What follows belongs to an exercise in optimizing a design on an open flow for small area, a short achievable clock period and few clock cycles; a production flow would make more cautious choices. Power figures rest on the tool's default switching activity, not on a simulated workload.

==> job 1969: inputs <==
Design qrl_rs_engine, start of the top module:
module qrl_rs_engine (
    input             clk,
    input             rst_n,        
    input             req_valid,
    input             req_write,
    input      [11:0] req_addr,
    input      [31:0] req_wdata,
    output            req_ready,
    output reg        rsp_valid,
    output reg [31:0] rsp_rdata,
    output reg        rsp_buserr
);
    localparam [7:0] OP_NOP       = 8'h00;
    localparam [7:0] OP_GF_MUL    = 8'h01;
    localparam [7:0] OP_GF_EXP    = 8'h02;
    localparam [7:0] OP_GF_LOG    = 8'h03;
    localparam [7:0] OP_ECC_COUNT = 8'h10;
    localparam [7:0] OP_RS_GEN    = 8'h11;
    localparam [7:0] OP_RS_REM    = 8'h12;
    localparam [7:0] OP_RS_ENCODE = 8'h13;
    localparam [7:0] OP_RS_SYND   = 8'h14;
    localparam [3:0] E_OK            = 4'h0;
    localparam [3:0] E_ILLEGAL_OP    = 4'h1;
    localparam [3:0] E_RESERVED_BITS = 4'h2;
    localparam [3:0] E_LOG_OF_ZERO   = 4'h3;
    localparam [3:0] E_BAD_ECC_COUNT = 4'h4;
    localparam [3:0] E_NO_GENERATOR  = 4'h5;
    localparam [3:0] E_EMPTY_MESSAGE = 4'h6;
    localparam [3:0] E_INVALID_SYM   = 4'hB;
    localparam [3:0] E_BAD_LENGTH    = 4'hC;
    localparam [3:0] E_READ_ONLY     = 4'hE;
    localparam [2:0] S_IDLE = 3'd0;
    localparam [2:0] S_REM  = 3'd1;
    localparam [2:0] S_SYN  = 3'd2;
    localparam [2:0] S_EXP  = 3'd3;
    localparam [2:0] S_LOG  = 3'd4;
    function automatic [7:0] xtime(input [7:0] a);
        xtime = a[7] ? ((a << 1) ^ 8'h1d) : (a << 1);
    endfunction
    function automatic [7:0] gf_mul(input [7:0] a, input [7:0] b);
        integer i;
        begin
            gf_mul = 8'd0;
            for (i = 7; i >= 0; i = i - 1)
                gf_mul = xtime(gf_mul) ^ (b[i] ? a : 8'd0);
        end
    endfunction
    function automatic [7:0] apow(input integer i);
        integer k;
        begin
  ...
==> flow/config.mk <==
export PLATFORM = sky130hd
export DESIGN_NAME = qrl_rs_engine
export DESIGN_NICKNAME = qrl_rs_engine
export VERILOG_FILES = /design/flow/design.v
export SDC_FILE = /design/flow/constraint.sdc
export NUM_CORES = 4
export LEC_CHECK = 0
export CAP_MARGIN = 20
export CORE_MARGIN = 2
export CORE_UTILIZATION = 40
export SLEW_MARGIN = 20
==> flow/constraint.sdc <==
create_clock -name core_clock -period 12.0 [get_ports {clk}]
set_input_delay 2.4000 -clock core_clock [delete_from_list [all_inputs] [get_ports {clk}]]
set_output_delay 2.4000 -clock core_clock [all_outputs]
set_load 0.01 [all_outputs]
standard.sh (not shown) runs the stock make flow with config.mk's settings and CLKGATE_MAP_FILE= SYNTH_SCRIPT=/design/flow/synth_recipe.tcl, a recipe that flattens the netlist after the stock synthesis.
==> flow/flow/run.sh <==
#!/bin/bash
# Standard ORFS layout with two changes to how it is made (the SDC, clock
# period and constraints are unchanged):
#  - the port buffers are buf_4 cells instead of the default delay buffers;
#  - timing repair aims at a larger setup slack than the clock needs.
set -euo pipefail
bash standard.sh SETUP_SLACK_MARGIN=8.5 TNS_END_PERCENT=0 \
    'BUFFER_PORTS_ARGS=-buffer_cell sky130_fd_sc_hd__buf_4' finish > make_finish.log 2>&1
==> job 3002: changes against job 1969 <==
--- a/flow/design.v
+++ b/flow/design.v
@@ -204,122 +204,74 @@
     reg        s_last;      
     wire [5:0] np = cnt[5:0];
     wire [2:0] ep = cnt[8:6];
     wire idle = (state == S_IDLE);
     wire exec = bv && (idle || b_nc);
     wire [5:0]  m_addr = idle ? b_word : np;
     reg  [15:0] msg_pair;
     always @(*) begin
-        case (m_addr[5:1])
-            5'd0: msg_pair = {msg[1], msg[0]};
-            5'd1: msg_pair = {msg[3], msg[2]};
-            5'd2: msg_pair = {msg[5], msg[4]};
-            5'd3: msg_pair = {msg[7], msg[6]};
-            5'd4: msg_pair = {msg[9], msg[8]};
-            5'd5: msg_pair = {msg[11], msg[10]};
-            5'd6: msg_pair = {msg[13], msg[12]};
-            5'd7: msg_pair = {msg[15], msg[14]};
-            5'd8: msg_pair = {msg[17], msg[16]};
-            5'd9: msg_pair = {msg[19], msg[18]};
-            5'd10: msg_pair = {msg[21], msg[20]};
-            5'd11: msg_pair = {msg[23], msg[22]};
-            5'd12: msg_pair = {msg[25], msg[24]};
-            5'd13: msg_pair = {msg[27], msg[26]};
-            5'd14: msg_pair = {msg[29], msg[28]};
-            5'd15: msg_pair = {msg[31], msg[30]};
-            5'd16: msg_pair = {msg[33], msg[32]};
-            5'd17: msg_pair = {msg[35], msg[34]};
-            5'd18: msg_pair = {msg[37], msg[36]};
-            5'd19: msg_pair = {msg[39], msg[38]};
-            default: msg_pair = 16'd0;
-        endcase
+        msg_pair = 16'd0;
+        for (k = 0; k < 20; k = k + 1)
+            if (m_addr[5:1] == k) msg_pair = {msg[2*k+1], msg[2*k]};
     end
     wire [7:0]  msg_one = m_addr[0] ? msg_pair[15:8] : msg_pair[7:0];
     wire [2:0]  e_addr = idle ? b_word[3:1] : ep;
     reg  [15:0] ecc_pair;
     reg  [7:0]  syn_rd;
     always @(*) begin
-        case (e_addr)
-            3'd0: ecc_pair = {ecc[1], ecc[0]};
-            3'd1: ecc_pair = {ecc[3], ecc[2]};
-            3'd2: ecc_pair = {ecc[5], ecc[4]};
-            3'd3: ecc_pair = {ecc[7], ecc[6]};
-            3'd4: ecc_pair = {ecc[9], ecc[8]};
-            default: ecc_pair = 16'd0;
-        endcase
-        case (b_word[3:0])
-            4'd0: syn_rd = syn[0];
-            4'd1: syn_rd = syn[1];
-            4'd2: syn_rd = syn[2];
-            4'd3: syn_rd = syn[3];
-            4'd4: syn_rd = syn[4];
-            4'd5: syn_rd = syn[5];
-            4'd6: syn_rd = syn[6];
-            4'd7: syn_rd = syn[7];
-            4'd8: syn_rd = syn[8];
-            4'd9: syn_rd = syn[9];
-            default: syn_rd = 8'd0;
-        endcase
+        ecc_pair = 16'd0;
+        syn_rd   = 8'd0;
+        for (k = 0; k < 5; k = k + 1)
+            if (e_addr == k) ecc_pair = {ecc[2*k+1], ecc[2*k]};
+        for (k = 0; k < 10; k = k + 1)
+            if (b_word[3:0] == k) syn_rd = syn[k];
     end
     wire [7:0]  ecc_one = b_word[0] ? ecc_pair[15:8] : ecc_pair[7:0];
     wire        ld_msg   = (left != 6'd0);
     wire [15:0] ld_pair  = ld_msg ? msg_pair : ecc_pair;
     wire        ld_dbl   = ld_msg ? (left > 6'd1) : (eleft > 4'd1);
     wire [5:0]  left_nx  = (left > 6'd1) ? left - 6'd2 : 6'd0;
     wire [3:0]  eleft_nx = ld_msg ? eleft : ((eleft > 4'd1) ? eleft - 4'd2 : 4'd0);
     wire        ld_last  = (left_nx == 6'd0) && (eleft_nx == 4'd0);
     wire [79:0] g_all  = gen_rom(gen_n);
     wire [7:0]  gen_rd = gen_byte(gen_n, b_word[3:0]);
     wire [7:0] fb     = s0 ^ ecc[0];
-    wire [7:0] m_x    = idle ? fld_a : fb;
+    wire [7:0] m0_x   = idle ? fld_a : fb;
     wire [7:0] m0_y   = idle ? fld_b : g_all[7:0];
-    reg  [7:0] xb [0:7];
-    always @(*) begin
-        xb[0] = m_x;
-        for (k = 1; k < 8; k = k + 1) xb[k] = xtime(xb[k - 1]);
-    end
-    function automatic [7:0] sel_sum(input [7:0] y, input [63:0] xs);
-        integer b;
-        begin
-            sel_sum = 8'd0;
-            for (b = 0; b < 8; b = b + 1)
-                if (y[b]) sel_sum = sel_sum ^ xs[8*b +: 8];
-        end
-    endfunction
-    wire [63:0] xb_all = {xb[7], xb[6], xb[5], xb[4], xb[3], xb[2], xb[1], xb[0]};
-    wire [7:0]  m0_out = sel_sum(m0_y, xb_all);
+    wire [7:0] m0_out = gf_mul(m0_x, m0_y);
     reg  [7:0] rem_nx [0:9];
     always @(*) begin
         rem_nx[0] = ecc[1] ^ m0_out;
         for (k = 1; k < 9; k = k + 1)
-            rem_nx[k] = ecc[k + 1] ^ sel_sum(g_all[8*k +: 8], xb_all);
-        rem_nx[9] = sel_sum(g_all[79:72], xb_all);
+            rem_nx[k] = ecc[k + 1] ^ gf_mul(fb, g_all[8*k +: 8]);
+        rem_nx[9] = gf_mul(fb, g_all[79:72]);
     end
     wire syn_dbl = s_dbl;
     reg  [7:0] syn_nx [0:9];
     reg  [7:0] h1;
     always @(*) begin
         for (k = 0; k < 10; k = k + 1) begin
             h1 = gf_mul(syn[k], apow(k)) ^ s0;
             syn_nx[k] = syn_dbl ? (gf_mul(h1, apow(k)) ^ s1) : h1;
         end
     end
     wire syn_zero = ~|{syn[0], syn[1], syn[2], syn[3], syn[4],
                        syn[5], syn[6], syn[7], syn[8], syn[9]};
     reg [8:0] rd_data;
     always @(*) begin
-        rd_data = ({9{b_status}} & {sticky, 4'd0, err})
-                | ({9{b_result}} & {1'b0, res_syn ? {7'd0, syn_zero} : result})
-                | ({9{b_msglen}} & {3'd0, msg_len})
-                | ({9{b_genn}}   & {5'd0, gen_n})
-                | ({9{b_msg}}    & {1'b0, msg_one})
-                | ({9{b_gen}}    & {1'b0, gen_rd})
-                | ({9{b_ecc}}    & {1'b0, ecc_one})
-                | ({9{b_syn}}    & {1'b0, syn_rd});
+        rd_data = 9'd0;
+        if (b_status)      rd_data = {sticky, 4'd0, err};
+        else if (b_result) rd_data = {1'b0, res_syn ? {7'd0, syn_zero} : result};
+        else if (b_msglen) rd_data = {3'd0, msg_len};
+        else if (b_genn)   rd_data = {5'd0, gen_n};
+        else if (b_msg)    rd_data = {1'b0, msg_one};
+        else if (b_gen)    rd_data = {1'b0, gen_rd};
+        else if (b_ecc)    rd_data = {1'b0, ecc_one};
+        else if (b_syn)    rd_data = {1'b0, syn_rd};
     end
     wire do_cmd    = exec && b_write && b_cmd && op_known && !rsv_bad;
     wire len_ok    = (msg_len != 6'd0);
     wire start_enc = do_cmd && op == OP_RS_ENCODE && !n_bad && len_ok;
     wire start_rem = start_enc || (do_cmd && op == OP_RS_REM && gen_n != 4'd0 && len_ok);
     wire start_syn = do_cmd && op == OP_RS_SYND && !n_bad && len_ok;
     wire start_exp = do_cmd && op == OP_GF_EXP;
     wire start_log = do_cmd && op == OP_GF_LOG && fld_a != 8'd0;
==> flow/flow/run.sh (replaced) <==
#!/bin/bash
# Standard ORFS layout, with timing repair aimed at a larger setup slack
# than the clock needs (the SDC and clock period are unchanged).
set -euo pipefail
bash standard.sh SETUP_SLACK_MARGIN=8.4 TNS_END_PERCENT=0 finish > make_finish.log 2>&1
==> job 6684: changes against job 1969 <==
--- a/flow/design.v
+++ b/flow/design.v
@@ -131,48 +131,46 @@
     genvar  gi;
     reg [7:0]  msg [0:39];
     reg [5:0]  msg_len;
     reg [3:0]  gen_n;
     reg [7:0]  ecc [0:9];
     reg [7:0]  syn [0:9];
     reg [7:0]  result;
     reg        res_syn;     
+    reg        syn_ok;      
     reg [3:0]  err;
     reg        sticky;
     reg        ready_q;
     reg        bv;
     reg        b_write;
-    reg [5:0]  b_word;
+    reg [11:0] b_addr;
     reg [23:0] b_wdata;
     reg        b_hi;        
-    reg        b_cmd, b_status, b_result, b_msglen, b_genn, b_msg, b_gen, b_ecc, b_syn;
+    reg        b_big;       
+    reg        b_len_bad;   
     reg        b_nc;        
     assign req_ready = ready_q;
     wire accept = req_valid && ready_q;
-    wire        i_aligned = (req_addr[1:0] == 2'b00);
     wire [5:0]  i_word    = req_addr[7:2];
-    wire [3:0]  i_small   = req_addr[5:2];
-    wire        i_cmd     = i_aligned && req_addr == 12'h000;
-    wire        i_status  = i_aligned && req_addr == 12'h004;
-    wire        i_result  = i_aligned && req_addr == 12'h008;
-    wire        i_msglen  = i_aligned && req_addr == 12'h014;
-    wire        i_genn    = i_aligned && req_addr == 12'h024;
-    wire        i_msg     = i_aligned && req_addr[11:8] == 4'h1 && i_word < 6'd40;
-    wire        i_gen     = i_aligned && req_addr[11:6] == 6'h08 && i_small < 4'd10;
-    wire        i_ecc     = i_aligned && req_addr[11:6] == 6'h09 && i_small < 4'd10;
-    wire        i_syn     = i_aligned && req_addr[11:6] == 6'h0a && i_small < 4'd10;
-    wire        i_mapped  = i_cmd | i_status | i_result | i_msglen | i_genn |
-                            i_msg | i_gen | i_ecc | i_syn;
-    wire        i_nc      = !i_mapped || i_status ||
-                            (!req_write && (i_genn || i_gen || i_msglen));
+    wire        i_nc      = !req_write && req_addr[11:6] == 6'd0 && req_addr[4:0] == 5'b00100;
+    wire [5:0]  b_word    = b_addr[7:2];
+    wire [3:0]  b_small   = b_addr[5:2];
+    wire        b_aligned = (b_addr[1:0] == 2'b00);
+    wire        b_cmd     = b_aligned && b_addr == 12'h000;
+    wire        b_status  = b_aligned && b_addr == 12'h004;
+    wire        b_result  = b_aligned && b_addr == 12'h008;
+    wire        b_msglen  = b_aligned && b_addr == 12'h014;
+    wire        b_genn    = b_aligned && b_addr == 12'h024;
+    wire        b_msg     = b_aligned && b_addr[11:8] == 4'h1 && b_word < 6'd40;
+    wire        b_gen     = b_aligned && b_addr[11:6] == 6'h08 && b_small < 4'd10;
+    wire        b_ecc     = b_aligned && b_addr[11:6] == 6'h09 && b_small < 4'd10;
+    wire        b_syn     = b_aligned && b_addr[11:6] == 6'h0a && b_small < 4'd10;
     wire        b_mapped  = b_cmd | b_status | b_result | b_msglen | b_genn |
                             b_msg | b_gen | b_ecc | b_syn;
-    wire        b_big     = b_hi || (|b_wdata[23:8]);             
-    wire        b_len_bad = b_hi || (|b_wdata[23:6]) || (b_wdata[5:0] > 6'd40);
     wire [7:0]  op    = b_wdata[7:0];
     wire [7:0]  fld_a = b_wdata[15:8];
     wire [7:0]  fld_b = b_wdata[23:16];
     wire [8:0]  fld_i = b_wdata[16:8];
     reg         op_known;
     reg [15:0]  rsv_mask;   
     always @(*) begin
         op_known = 1'b1;
@@ -201,17 +199,17 @@
     reg [3:0]  syn_n;       
     reg [7:0]  s0, s1;      
     reg        s_dbl;       
     reg        s_last;      
     wire [5:0] np = cnt[5:0];
     wire [2:0] ep = cnt[8:6];
     wire idle = (state == S_IDLE);
     wire exec = bv && (idle || b_nc);
-    wire [5:0]  m_addr = idle ? b_word : np;
+    wire [5:0]  m_addr = np;
     reg  [15:0] msg_pair;
     always @(*) begin
         case (m_addr[5:1])
             5'd0: msg_pair = {msg[1], msg[0]};
             5'd1: msg_pair = {msg[3], msg[2]};
             5'd2: msg_pair = {msg[5], msg[4]};
             5'd3: msg_pair = {msg[7], msg[6]};
             5'd4: msg_pair = {msg[9], msg[8]};
@@ -229,17 +227,17 @@
             5'd16: msg_pair = {msg[33], msg[32]};
             5'd17: msg_pair = {msg[35], msg[34]};
             5'd18: msg_pair = {msg[37], msg[36]};
             5'd19: msg_pair = {msg[39], msg[38]};
             default: msg_pair = 16'd0;
         endcase
     end
     wire [7:0]  msg_one = m_addr[0] ? msg_pair[15:8] : msg_pair[7:0];
-    wire [2:0]  e_addr = idle ? b_word[3:1] : ep;
+    wire [2:0]  e_addr = ep;
     reg  [15:0] ecc_pair;
     reg  [7:0]  syn_rd;
     always @(*) begin
         case (e_addr)
             3'd0: ecc_pair = {ecc[1], ecc[0]};
             3'd1: ecc_pair = {ecc[3], ecc[2]};
             3'd2: ecc_pair = {ecc[5], ecc[4]};
             3'd3: ecc_pair = {ecc[7], ecc[6]};
@@ -254,16 +252,17 @@
             4'd4: syn_rd = syn[4];
             4'd5: syn_rd = syn[5];
             4'd6: syn_rd = syn[6];
             4'd7: syn_rd = syn[7];
             4'd8: syn_rd = syn[8];
             4'd9: syn_rd = syn[9];
             default: syn_rd = 8'd0;
         endcase
+        syn_rd = syn_rd & {8{syn_ok}};
     end
     wire [7:0]  ecc_one = b_word[0] ? ecc_pair[15:8] : ecc_pair[7:0];
     wire        ld_msg   = (left != 6'd0);
     wire [15:0] ld_pair  = ld_msg ? msg_pair : ecc_pair;
     wire        ld_dbl   = ld_msg ? (left > 6'd1) : (eleft > 4'd1);
     wire [5:0]  left_nx  = (left > 6'd1) ? left - 6'd2 : 6'd0;
     wire [3:0]  eleft_nx = ld_msg ? eleft : ((eleft > 4'd1) ? eleft - 4'd2 : 4'd0);
     wire        ld_last  = (left_nx == 6'd0) && (eleft_nx == 4'd0);
@@ -344,28 +343,21 @@
             default: state_nx = S_IDLE;
         endcase
     end
     wire bv_nx = accept || (bv && !exec);
     wire nc_nx = accept ? i_nc : b_nc;
     always @(posedge clk) begin
         if (accept) begin
             b_write  <= req_write;
-            b_word   <= i_word;
+            b_addr   <= req_addr;
             b_wdata  <= req_wdata[23:0];
             b_hi     <= |req_wdata[31:24];
-            b_cmd    <= i_cmd;
-            b_status <= i_status;
-            b_result <= i_result;
-            b_msglen <= i_msglen;
-            b_genn   <= i_genn;
-            b_msg    <= i_msg;
-            b_gen    <= i_gen;
-            b_ecc    <= i_ecc;
-            b_syn    <= i_syn;
+            b_big    <= |req_wdata[31:8];
+            b_len_bad <= (|req_wdata[31:6]) || (req_wdata[5:0] > 6'd40);
             b_nc     <= i_nc;
         end
         rsp_rdata  <= {23'd0, b_write ? 9'd0 : rd_data};
         rsp_buserr <= !b_mapped;
         if (!rst_n) begin
             ready_q   <= 1'b1;
             bv        <= 1'b0;
             rsp_valid <= 1'b0;
@@ -389,29 +381,30 @@
     generate
         for (gi = 0; gi < 10; gi = gi + 1) begin : g_ecc
             wire en = !rst_n || ecc_clr || rem_run ||
                       (wr_ok && b_ecc && b_word[3:0] == gi);
             always @(posedge clk) if (en) ecc[gi] <= rem_run ? rem_nx[gi] : ecc_in;
         end
     endgenerate
     wire syn_run = (state == S_SYN);
-    wire syn_clr = !rst_n || start_syn;
+    wire syn_clr = start_syn;
     generate
         for (gi = 0; gi < 10; gi = gi + 1) begin : g_syn
             wire en = syn_clr || (syn_run && gi < syn_n);
             always @(posedge clk) if (en) syn[gi] <= syn_nx[gi] & {8{!syn_clr}};
         end
     endgenerate
     always @(posedge clk) begin
         if (!rst_n) begin
             msg_len <= 6'd0;
             gen_n   <= 4'd0;
             result  <= 8'd0;
             res_syn <= 1'b0;
+            syn_ok  <= 1'b0;
             err     <= E_OK;
             sticky  <= 1'b0;
             state   <= S_IDLE;
         end else begin
             state <= state_nx;
             if (exec && b_write) begin
                 if (!b_mapped) begin
                 end else if (b_status) begin
@@ -473,16 +466,17 @@
                     end
                     OP_RS_SYND: begin
                         if (n_bad) begin
                             err <= E_BAD_ECC_COUNT; sticky <= 1'b1;
                         end else if (!len_ok) begin
                             err <= E_EMPTY_MESSAGE; sticky <= 1'b1;
                         end else begin
                             res_syn <= 1'b1;
+                            syn_ok  <= 1'b1;
                             err     <= E_OK;
                         end
                     end
                     default: err <= E_OK;  
                     endcase
                 end
             end
             if (state == S_EXP && exp_last) result <= s0;
@@ -531,11 +525,13 @@
             s_last <= ld_last;
         end
         S_EXP, S_LOG: begin
             s0  <= xtime(s0);
             cnt <= cnt - 9'd1;
         end
         default: ;
         endcase
+        if (state_nx == S_IDLE) cnt <= {bw_nx[3:1], bw_nx};
     end
+    wire [5:0] bw_nx  = accept ? i_word : b_word;
     wire [5:0] left_l = (msg_len > 6'd1) ? msg_len - 6'd2 : 6'd0;
 endmodule
==> flow/flow/run.sh (replaced) <==
#!/bin/bash
# Standard ORFS layout with these changes to how it is made (the SDC, clock
# period and constraints are unchanged):
#  - the port buffers are buf_4 cells instead of the default delay buffers;
#  - timing repair aims at a larger setup slack than the clock needs;
#  - larger clock-tree sink clusters (fewer clock buffer levels).
set -euo pipefail
bash standard.sh SETUP_SLACK_MARGIN=8.5 TNS_END_PERCENT=5 \
    'BUFFER_PORTS_ARGS=-buffer_cell sky130_fd_sc_hd__buf_4' \
    CTS_CLUSTER_SIZE=25 CTS_CLUSTER_DIAMETER=100 finish > make_finish.log 2>&1
==> impl_summary.txt <==
----------------------------------------------------
[Run status]
  Status ... no timing/DRC/antenna violations

[Synth]
  Largest cells by area after synthesis ... edfxtp_1 41%, xnor2_1 14%, nor2_1 3.9%

[Clocking]
  Clock-pin transition on the worst setup and hold timing paths ... 60 ps

[Power]
  Sequential logic power ... 2.89 mW
  Internal power ... 6.28 mW

[Critical path]
  List of cells traversed by the critical path ... buf_4, xor2_1, xor2_1, a21oi_2, o41ai_1, a21oi_1, o22ai_1, xnor2_1, o21ai_0

[Place]
  HPWL after detailed placement ... 111 mm

[Cells and area]
  Final net count ... 4204

[Floorplan]
  Well-tap cell count ... 1298
  Placeable Area ... 0.0999 mm²
  Chip Width ... 321 µm

----------------------------------------------------
# the run above: job 1969

==> impl_summary.txt <==
----------------------------------------------------
[Cells and area]
  Final net count ... 4095

[Place]
  HPWL after detailed placement ... 112 mm

[Power]
  Internal power ... 3.28 mW
  Sequential logic power ... 2.47 mW

[Run status]
  Status ... no timing/DRC/antenna violations

[Clocking]
  Clock-pin transition on the worst setup and hold timing paths ... 100 ps

[Synth]
  Largest cells by area after synthesis ... edfxtp_1 42%, xnor2_1 14%, xor2_1 3.9%

[Critical path]
  List of cells traversed by the critical path ... buf_8, nor2b_1, buf_4, nand2_1, nand2_1, nand2_1, xnor2_1, xnor2_1, xnor2_1, xnor2_1, o21ai_0

[Floorplan]
  Well-tap cell count ... 1287
  Chip Width ... 319 µm
  Placeable Area ... 0.0983 mm²

----------------------------------------------------
# the run above: job 6684

==> impl_summary.txt <==
----------------------------------------------------
[Run status]
  Status ... no timing/DRC/antenna violations

[Power]
  Internal power ... 6.02 mW
  Power of the clock network ... 2.23 mW
  Sequential logic power ... 2.87 mW

[Cells and area]
  Final net count ... 4690
  Multi-input combinational area share ... 50.0%

[Worst hold path]
  Worst Min Path Start ... result[3]

[Floorplan]
  Well-tap cell count ... 1403

[Place]
  HPWL after detailed placement ... 128 mm

[Critical path]
  List of cells traversed by the critical path ... buf_6, or3_4, buf_12, mux2i_1, nand2_1, a21oi_1, o221ai_1, a21oi_1, o221ai_1, a21oi_1, o21ai_0, o221ai_1

[Synth]
  Largest cells by area after synthesis ... edfxtp_1 39%, xnor2_1 15%, xor2_1 4.2%

[Clocking]
  Clock-pin transition on the worst setup and hold timing paths ... 60 ps

----------------------------------------------------
# the run above: job 3002

Function was not checked in any run of this note: the RTL went through the layout flow alone.

-- separate check: timing with driven ports --
No port has a modelled driver above. Below, the same layouts with a new extraction and two added sets of constraints. Step 1 sets driving cells, clkbuf_16 on the clock port and buf_2 on the other inputs (assumed; they add their load-dependent delay and slew). Step 2, shift: input delay + t, output delay - t, t = (earliest + latest rising clock arrival at the registers) / 2. This alone moves slack from input paths to output paths. Three values: no drivers, after step 1, after step 2; two values: the first two.
run	t (ns)	setup slack, ns	cell pins on the clock port's net
job 1969	0.730	8.094 / 8.094 / 7.580	1
job 3002	0.722	7.997 / 7.965 / 7.386	1
job 6684	0.721	8.172 / 8.172 / 7.779	1
After both steps every run listed still meets setup and hold. The setup slack of job 3002, which loses most, moves by -0.032 ns with the drivers and by -0.611 ns with both steps.
